Context: an optimization exercise on an open-source flow, tuned for small area, a short achievable clock period and few clock cycles. The choices shown serve that exercise and are no tape-out recipe. No functional check of the RTL was part of this run. Power is estimated from default activity; no workload was simulated.

`config.mk`:
```
export PLATFORM = sky130hd
export DESIGN_NAME = nrf_host_link
export DESIGN_NICKNAME = nrf_host_link
export VERILOG_FILES = /design/flow/design.v
export SDC_FILE = /design/flow/constraint.sdc
export NUM_CORES = 4
export LEC_CHECK = 0
export CAP_MARGIN = 20
export CORE_MARGIN = 2
export CORE_UTILIZATION = 40
export SLEW_MARGIN = 20
```
`constraint.sdc`:
```
create_clock -name core_clock -period 8.0 [get_ports {clk}]
set_input_delay 1.6000 -clock core_clock [delete_from_list [all_inputs] [get_ports {clk}]]
set_output_delay 1.6000 -clock core_clock [all_outputs]
set_load 0.01 [all_outputs]
```
`design.v`:
```
module nrf_host_link (
    input  wire        clk,
    input  wire        rst,
    input  wire        in_valid,
    input  wire [7:0]  in_data,
    input  wire        in_last,
    output reg         in_ready,
    output reg         pay_valid,
    output wire [7:0]  pay_data,
    output wire        pay_last,
    input  wire        pay_ready,
    output reg         cmd_done,
    output reg  [6:0]  cfg_channel,
    output reg  [1:0]  cfg_speed,
    output reg  [39:0] cfg_tx,
    output reg  [39:0] cfg_rx,
    output reg  [3:0]  cfg_opt,       
    input  wire        rx_valid,
    input  wire [7:0]  rx_data,
    input  wire        rx_last,
    output reg         rx_ready,
    output reg         out_valid,
    output reg  [7:0]  out_data,
    output reg         out_last,
    input  wire        out_ready
);
    localparam CAPACITY  = 32;
    localparam CMD_IDENT = 8'h21;
    localparam CR        = 8'h0D;
    localparam LF        = 8'h0A;
    localparam [6:0]  DEFAULT_CHANNEL = 7'h4C;
    localparam [1:0]  DEFAULT_SPEED   = 2'd1;
    localparam [39:0] DEFAULT_TX      = 40'hE7E7E7E7E7;
    localparam [39:0] DEFAULT_RX      = 40'hC2C2C2C2C2;
    localparam [3:0]  DEFAULT_OPTIONS = 4'b1101;    
    function [3:0] hexval;
        input [7:0] c;
        begin
            hexval = 4'd0;
            if (c[7:4] == 4'h3) begin
                if (!c[3] || c[2:1] == 2'b00) hexval = c[3:0];
            end else if (c[7:4] == 4'h4 || c[7:4] == 4'h6) begin
                case (c[3:0])
                    4'h1: hexval = 4'hA;
                    4'h2: hexval = 4'hB;
                    4'h3: hexval = 4'hC;
                    4'h4: hexval = 4'hD;
                    4'h5: hexval = 4'hE;
                    4'h6: hexval = 4'hF;
                    default: hexval = 4'd0;
                endcase
            end
        end
    endfunction
    function is_le;
        input [7:0] c;
        is_le = (c == CR) || (c == LF);
    endfunction
    function is_pass;
        input [7:0] c;
        is_pass = (c >= 8'h20 && c <= 8'h7E) || is_le(c);
    endfunction
    function [7:0] hexch;
        input [3:0] n;
        case (n)
            4'hA: hexch = 8'h41;
            4'hB: hexch = 8'h42;
            4'hC: hexch = 8'h43;
            4'hD: hexch = 8'h44;
            4'hE: hexch = 8'h45;
            4'hF: hexch = 8'h46;
            default: hexch = {4'h3, n};
        endcase
    endfunction
    reg        iv;               
    reg  [7:0] id;
    reg        il;
    reg [7:0] qd0;
    reg       ql0, e0v;
    reg [7:0] sd0, sd1;
    reg       sl0, sl1;
    reg [1:0] sc;                
    reg       rp, wp;            
    reg       topen;             
    assign pay_data = qd0;
    assign pay_last = ql0;
    wire in_fire = in_valid && in_ready;
    wire full    = e0v && sc[1];
    wire proc    = iv && !full;  
    wire iv_n    = in_fire || (iv && full);
    always @(posedge clk) begin
        if (in_fire) begin
            id  <= in_data;
            il  <= in_last;
        end
        if (rst) iv <= 1'b0;
        else     iv <= iv_n;
    end
    reg       first;             
    reg       cmd;               
    reg       lo;                
    reg [5:0] cnt;               
    reg       v_c, v_s, v_t, v_r, optact;
    wire strip = cfg_opt[0];
    wire hex   = cfg_opt[1];
    wire       i21   = (id == CMD_IDENT);
    wire       ile   = is_le(id);
    wire [3:0] ihv   = hexval(id);
    wire cmdx  = first ? i21 : cmd;
    wire room  = !cnt[5];
    reg       push, patch, lo_n;
    reg [7:0] pdata;
    always @(*) begin
        push  = 1'b0;
        patch = 1'b0;
        lo_n  = lo;
        pdata = id;
        if (!hex) begin
            push = !(strip && ile);
        end else if (!lo) begin
            if (ile) begin
                push = !strip;
            end else begin
                push  = 1'b1;
                pdata = {ihv, 4'd0};
                lo_n  = room;
            end
        end else begin
            lo_n = 1'b0;
            if (ile) push  = !strip;
            else     patch = 1'b1;
        end
        push = push && room;
    end
    wire d_fire  = proc && !cmdx;
    wire d_push  = d_fire && push;
    wire d_patch = d_fire && patch;
    wire d_close = d_fire && il;
    wire pop = pay_valid && pay_ready;
    wire close_tail = d_close && !d_push && topen;
    wire s_any  = (sc != 2'd0);
    wire t_e0   = !s_any;                
    wire t_s0   = s_any && wp;           
    wire t_s1   = s_any && !wp;
    wire s_push = d_push && e0v;
    wire w_s0   = s_push && !wp;
    wire w_s1   = s_push && wp;
    reg [7:0] f_d0, f_s0, f_s1;
    reg       f_l0, f_sl0, f_sl1;
    always @(*) begin
        f_d0 = qd0;
        f_s0 = sd0;
        f_s1 = sd1;
        if (d_patch && t_e0) f_d0[3:0] = ihv;
        if (d_patch && t_s0) f_s0[3:0] = ihv;
        if (d_patch && t_s1) f_s1[3:0] = ihv;
        f_l0  = ql0 || (close_tail && t_e0);
        f_sl0 = sl0 || (close_tail && t_s0);
        f_sl1 = sl1 || (close_tail && t_s1);
    end
    wire [7:0] x_d  = (!e0v && d_push) ? pdata : f_d0;
    wire       x_l  = (!e0v && d_push) ? il : f_l0;
    wire [7:0] y_d  = !s_any ? pdata : rp ? f_s1 : f_s0;
    wire       y_l  = !s_any ? il : rp ? f_sl1 : f_sl0;
    wire       topen_n = d_push ? !il : (topen && !d_close);
    wire       x_e0v   = e0v || d_push;
    wire       y_e0v   = s_any || d_push;
    wire [1:0] x_sc    = sc + {1'b0, s_push};
    wire [1:0] y_sc    = s_any ? sc - {1'b0, !d_push} : 2'd0;
    wire       x_pv    = x_e0v && (x_sc != 2'd0 || !topen_n);
    wire       y_pv    = y_e0v && (y_sc != 2'd0 || !topen_n);
    wire       x_ir    = !iv_n || !(x_e0v && x_sc[1]);
    always @(posedge clk) begin
        qd0 <= pop ? y_d : x_d;
        ql0 <= pop ? y_l : x_l;
        sd0 <= w_s0 ? pdata : f_s0;
        sd1 <= w_s1 ? pdata : f_s1;
        sl0 <= w_s0 ? il : f_sl0;
        sl1 <= w_s1 ? il : f_sl1;
        if (rst) begin
            e0v       <= 1'b0;
            sc        <= 2'd0;
            rp        <= 1'b0;
            wp        <= 1'b0;
            topen     <= 1'b0;
            pay_valid <= 1'b0;
            in_ready  <= 1'b1;
        end else begin
            e0v       <= pop ? y_e0v : x_e0v;
            sc        <= pop ? y_sc : x_sc;
            rp        <= rp ^ (pop && s_any);
            wp        <= wp ^ (s_push && (!pop || s_any));
            topen     <= topen_n;
            pay_valid <= pop ? y_pv : x_pv;
            in_ready  <= pop ? 1'b1 : x_ir;
        end
    end
    reg rst_q;
    always @(posedge clk) rst_q <= rst;
    wire c_fire = proc && cmd;           
    wire c_verb = c_fire && (cnt == 6'd1);
    wire c_arg  = c_fire && room;
    integer k;
    always @(posedge clk) begin
        if (rst) begin
            first       <= 1'b1;
            cmd         <= 1'b0;
            lo          <= 1'b0;
            cnt         <= 6'd0;
            cmd_done    <= 1'b0;
        end else begin
            cmd_done <= proc && il && cmdx;
            if (proc) begin
                first <= il;
                cmd   <= cmdx && !il;
                if (il) begin
                    cnt <= 6'd0;
                    lo  <= 1'b0;
                end else begin
                    if (cmdx ? room : push)
                        cnt <= cnt + 6'd1;
                    if (!cmdx)
                        lo <= lo_n;
                end
            end
        end
    end
    always @(posedge clk) begin
        if (c_verb) begin
            v_c    <= (id == 8'h63);
            v_s    <= (id == 8'h73);
            v_t    <= (id == 8'h74);
            v_r    <= (id == 8'h72);
            optact <= (id == 8'h6F);
        end else if (c_arg && optact && cnt >= 6'd2) begin
            case (id)
                8'h6C, 8'h4C, 8'h78, 8'h58, 8'h61, 8'h41, 8'h64, 8'h44: ;
                default: optact <= 1'b0;
            endcase
        end
    end
    always @(posedge clk) begin
        if (rst_q) begin
            cfg_channel <= DEFAULT_CHANNEL;
            cfg_speed   <= DEFAULT_SPEED;
            cfg_tx      <= DEFAULT_TX;
            cfg_rx      <= DEFAULT_RX;
            cfg_opt     <= DEFAULT_OPTIONS;
        end else begin
            if (c_verb) begin
                if (id == 8'h63) cfg_channel <= 7'd0;
                if (id == 8'h73) cfg_speed   <= 2'd0;
                if (id == 8'h74) cfg_tx      <= 40'd0;
                if (id == 8'h72) cfg_rx      <= 40'd0;
            end
            if (c_arg) begin
                if (v_c && cnt == 6'd2) cfg_channel[6:4] <= ihv[2:0];
                if (v_c && cnt == 6'd3) cfg_channel[3:0] <= ihv;
                if (v_s && cnt == 6'd2 && ihv != 4'd0) cfg_speed <= 2'd2;
                if (v_s && cnt == 6'd3 && !cfg_speed[1])
                    cfg_speed <= (ihv[3:1] != 3'd0) ? 2'd2 : ihv[1:0];
                for (k = 0; k < 5; k = k + 1) begin
                    if (cnt == 2 + 2 * k) begin
                        if (v_t) cfg_tx[8*k+4 +: 4] <= ihv;
                        if (v_r) cfg_rx[8*k+4 +: 4] <= ihv;
                    end
                    if (cnt == 3 + 2 * k) begin
                        if (v_t) cfg_tx[8*k +: 4] <= ihv;
                        if (v_r) cfg_rx[8*k +: 4] <= ihv;
                    end
                end
                if (optact && cnt >= 6'd2) begin
                    case (id)
                        8'h6C: cfg_opt[0] <= 1'b0;
                        8'h4C: cfg_opt[0] <= 1'b1;
                        8'h78: cfg_opt[1] <= 1'b0;
                        8'h58: cfg_opt[1] <= 1'b1;
                        8'h61: cfg_opt[2] <= 1'b0;
                        8'h41: cfg_opt[2] <= 1'b1;
                        8'h64: cfg_opt[3] <= 1'b0;
                        8'h44: cfg_opt[3] <= 1'b1;
                        default: ;
                    endcase
                end
            end
        end
    end
    localparam W_EMPTY = 3'd0;
    localparam W_START = 3'd1;    
    localparam W_HI    = 3'd2;    
    localparam W_LO    = 3'd3;    
    localparam W_LF    = 3'd4;    
    reg       rv, rl, rpass;
    reg [7:0] rb;
    reg [2:0] ws;
    reg [7:0] wb;
    reg       wl, wpass;
    wire       w_src   = (ws != W_EMPTY);
    wire [7:0] sb      = w_src ? wb : rb;
    wire       sl      = w_src ? wl : rl;
    wire       spass   = w_src ? wpass : rpass;
    wire [2:0] ss      = w_src ? ws : (rv ? W_START : W_EMPTY);
    reg        g_v, g_l;
    reg  [7:0] g_d;
    reg  [2:0] g_rem;
    always @(*) begin
        g_v   = 1'b1;
        g_l   = 1'b0;
        g_d   = LF;
        g_rem = W_EMPTY;
        case (ss)
            W_START: begin
                g_d   = spass ? sb : 8'h5C;
                g_l   = spass && sl && (sb == LF);
                g_rem = !spass ? W_HI : (sl && sb != LF) ? W_LF : W_EMPTY;
            end
            W_HI: begin
                g_d   = hexch(sb[7:4]);
                g_rem = W_LO;
            end
            W_LO: begin
                g_d   = hexch(sb[3:0]);
                g_rem = sl ? W_LF : W_EMPTY;
            end
            W_LF: begin
                g_l   = 1'b1;
            end
            default: g_v = 1'b0;
        endcase
    end
    wire       rx_fire = rx_valid && rx_ready;
    wire       ofree   = !out_valid || out_ready;
    wire       rv_n    = rx_fire || (rv && w_src);
    always @(posedge clk) begin
        wb    <= sb;
        wl    <= sl;
        wpass <= spass;
        if (rx_fire) begin
            rb    <= rx_data;
            rl    <= rx_last;
            rpass <= is_pass(rx_data);
        end
        if (ofree) begin
            out_data <= g_d;
            out_last <= g_l;
        end
        if (rst) begin
            ws        <= W_EMPTY;
            rv        <= 1'b0;
            out_valid <= 1'b0;
            rx_ready  <= 1'b1;
        end else begin
            ws        <= ofree ? g_rem : ss;
            rv        <= rv_n;
            if (ofree)
                out_valid <= g_v;
            rx_ready  <= !rv_n || (ofree ? (g_rem == W_EMPTY) : (ss == W_EMPTY));
        end
    end
endmodule
```
`flow/run.sh`:
```
#!/bin/bash
set -euo pipefail
export BUFFER_PORTS_ARGS="-buffer_cell sky130_fd_sc_hd__buf_1"
export SETUP_SLACK_MARGIN=5.3
bash standard.sh > standard.log 2>&1
```
`standard.sh`:
```
#!/bin/bash
# synth_recipe.tcl (not shown) runs the flow's synth.tcl, then flattens the netlist and writes it again
# the make line also repeats each setting of config.mk as NAME=value (left out here)
make -C /OpenROAD-flow-scripts/flow DESIGN_CONFIG=/design/flow/config.mk WORK_HOME=/design/flow/orfs CLKGATE_MAP_FILE= SYNTH_SCRIPT=/design/flow/synth_recipe.tcl "${@:-finish}"
```
==> reports/qor.csv <==
stage,metric,value,unit
status,status,finished clean,
finish,fillers,1954,
setup_path,critPathSlowestCell,dfxtp_1,
synthesis,yosysUniqueCellTypes,78,
grt,track_usage,19.67,%
finish,fin_util,48.44,%
power_and_ir_drop,leakagePower,3.466,nW
sta,clock_skew,0.01036,ns
power_and_ir_drop,ir_worst_vdd,0.0001372,V
setup_path,crit_required,6.40,ns
setup_path,worstPathCellList,clkbuf_2,
floorplanning,core,0.02017,mm2
setup_path,start_kind,register,
finish,final_area,0.009769,mm2
synthesis,avgSynthCellArea,10.00,um2
sta,post-route-min-period,2.657,ns
sta,slew_violations,0,
finish,antenna_cells,0,
power_and_ir_drop,p_int,1.677,mW
grt,antenna_found_initial,0,
synthesis,syn_inst,818,
sta,finalSetupViolations,0,
cts,holdBufCountCts,0,
finish,layout_common_cells,"dfxtp_1 (138), buf_1 (137), nor2_1 (114)",
cts,clock_latency,0.43,ns
synthesis,yosys_warnings,1,
power_and_ir_drop,swShare,26.48,%
sta,period_share,33.21,%
power_and_ir_drop,p_seq_share,48.2,%
setup_path,crit_family,flip-flops,
drt,dr.pass1.iters,6,
cts,cts_max_level,4,
cts,cts_buffers,17,
placement,io_buffers,139,
grt,grt_pass1_vias,6298,
finish,drive_above_1_share,11.29,%
setup_path,crit_path_end_kind,primary output,
placement,postPlaceCellArea,0.008808,mm2
finish,mostFrequentLayoutCell,dfxtp_1,
synthesis,synth_fp_nets,847,
synthesis,ys_seq_elements,189,
synthesis,synth-async-reset-ratio,0,%
synthesis,synth_edf_count,49,
placement,place_congestion,0.8094,
grt,grt.overflow.total,0,
power_and_ir_drop,power.share.clock,38.8,%
power_and_ir_drop,p_switching,0.6042,mW
floorplanning,die_y,147.0,um
floorplanning,ios,140,
power_and_ir_drop,p_per_area,233.5,mW/mm2
drt,num_vias,6871,
cts,clk_pin_slew,0.07,ns
floorplanning,dieArea,0.02161,mm2
setup_path,critPathKind,reg2out,
cts,root_buffer,clkbuf_16,
sta,fin_tns_setup,0,ns
synthesis,synthFlopType,dfxtp_1,
finish,synthToLayoutAreaGrowth,19.41,%
drt,drt_iter0_markers,455,
drt,ant_nets,0,
drt,drc,0,
setup_path,path_max_fanout,6,
floorplanning,core.rowCount,52,
cts,cts_tree,yes,
drt,drt_wl_total,21740,um
floorplanning,die_x,147.0,um
sta,fin_ws,5.343,ns
worst_hold_path,hold_class,reg2reg,
sta,worstMarginPinSlew,0.9629,ns
cts,cts_sinks,189,
sta,relSlewSlack,35.81,%
drt,via_per_inst,5.523,
synthesis,synth_seq_area_share,52.24,%
setup_path,slowest_delay,0.43,ns
finish,nets,991,
power_and_ir_drop,p_comb_share,13.0,%
synthesis,netlist_area,0.008182,mm2
grt,grt_pass1_wl,33900,um
sta,fmax,376.3,MHz
cts,cts.path.max_buffers,2,
sta,hold_viol_final,0,
setup_path,arrival,1.06,ns
run,drv_cap,0,
drt,wl_per_cell,17.48,um
floorplanning,start_util,40.56,%
sta,rsz0062_at_grt,true,
grt,grt_max_degree,94,
setup_path,path_buf_inv,1,
placement,place_hpwl,14270,um
placement,pre_cts_ws,4.778,ns
==> path summary, 6_finish.rpt <==
check | slack [ns] | startpoint | cells after the start | end
min | 0.46 | cfg_opt[2] | 1 | cfg_opt[2]
max | 5.34 | cfg_opt[1] | 1 | cfg_opt[1]
max reg2reg | 5.39 | id[4] | 11 | pay_valid
min reg2reg | 0.46 | cfg_opt[2] | 1 | cfg_opt[2]
==> repair_timing <==
action                     4_1_cts  5_1_grt
setup endpoints to repair       94       73
setup buffers                   18       18
pin swaps                        1        7
resized for setup                6       14
cloned                           0        0
==> Yosys cell counts (all sizes together), types with 12 or more instances <==
| library cell | count | area (um2) |
|---|---|---|
| dfxtp | 140 | 2803 |
| o21ai | 39 | 195.2 |
| nand2 | 52 | 195.2 |
| a221o | 46 | 460.4 |
| inv | 19 | 73.82 |
| nor2 | 115 | 434.2 |
| nor3 | 14 | 80.08 |
| a21oi | 34 | 170.2 |
| a22oi | 34 | 255.2 |
| buf | 26 | 160.2 |
| a31oi | 12 | 81.33 |
| nand3 | 32 | 160.2 |
| edfxtp | 49 | 1471 |
| mux2i | 25 | 262.8 |
| clkbuf | 28 | 106.4 |
==> cell families after synthesis <==
logic type               synth area share, %
flip-flops                             52.24
AND/OR/NAND/NOR                        19.48
XOR/XNOR                              0.7494
buffers and inverters                  4.160
multiplexers                           3.900
AO/OA/AOI/OAI                          18.70
adder cells (fa/ha/maj)               0.7646
==> state kept, by name (all words and copies together), names as in the netlist, 2 cells and up <==
signal and count:
cfg_channel 7, cfg_opt 4, cfg_rx 40, cfg_speed 2, cfg_tx 40, cnt 6
id 8, out_data 8, qd0 8, rb 8, sc 2, sd0 8
sd1 8, wb 8, ws 3
==> through the flow <==
step           hold slack [ns]  cells  power, mW
5_1_grt                 0.4928   1244      2.379
2_1_floorplan           0.4479    818      1.313
3_5_place_dp            0.4481   1177      1.386
4_1_cts                 0.4620   1226      2.277
3_3_place_gp            0.4467   1177      1.384
6_report                0.4619   1244      2.282
==> final cells by class <==
| cell class | instances | area, um2 | area share, % |
|---|---|---|---|
| Tap cell | 270 | 337.8 | 3.458 |
| Clock buffer | 19 | 464.2 | 4.752 |
| Clock inverter | 12 | 147.6 | 1.511 |
| Timing Repair Buffer | 179 | 830.8 | 8.504 |
| Multi-Input combinational cell | 556 | 3636 | 37.22 |
| Sequential cell | 189 | 4277 | 43.78 |
| Inverter | 19 | 76.32 | 0.7812 |
==> power by group through the flow <==
stage	Clock [mW]	Combinational, mW	Sequential, mW
after floorplan	0	0.196	1.12
after global placement	0	0.258	1.13
after detailed placement	0	0.260	1.13
after CTS	0.901	0.277	1.10
after global routing	0.944	0.327	1.11
final	0.885	0.297	1.10
==> metal layers <==
metal  wire length, um  share of wire (%)  GRT usage [%]
met4               259                1.2          5.288
met2             10410                 48          32.30
met1             10070                 46          26.59
met5                 0                  0              0
met3              1002                4.6          4.037

==> afterwards: timing with drivers on the ports <==
The results above use ideal ports. As a check the final layout listed here was re-extracted and re-timed, cells and wires unchanged.
Step 1, drivers: a clkbuf_16 drives clk and a buf_2 each remaining input, both assumed.
Step 2 times the ports against the registers' clock, not the clock port: input delays grow and output delays shrink by t, the midpoint of the rising clock arrivals with the driver on.
a / b / c = no drivers / after step 1 / after step 2; a / b = the first two.
shift t [ns]: 0.473
setup WS [ns]: 5.343 / 5.296 / 4.991
pins driven straight from the clock port: 1
After both steps setup and hold are still met in this run. The setup slack of this run moves by -0.047 ns with the drivers and by -0.352 ns with both steps.
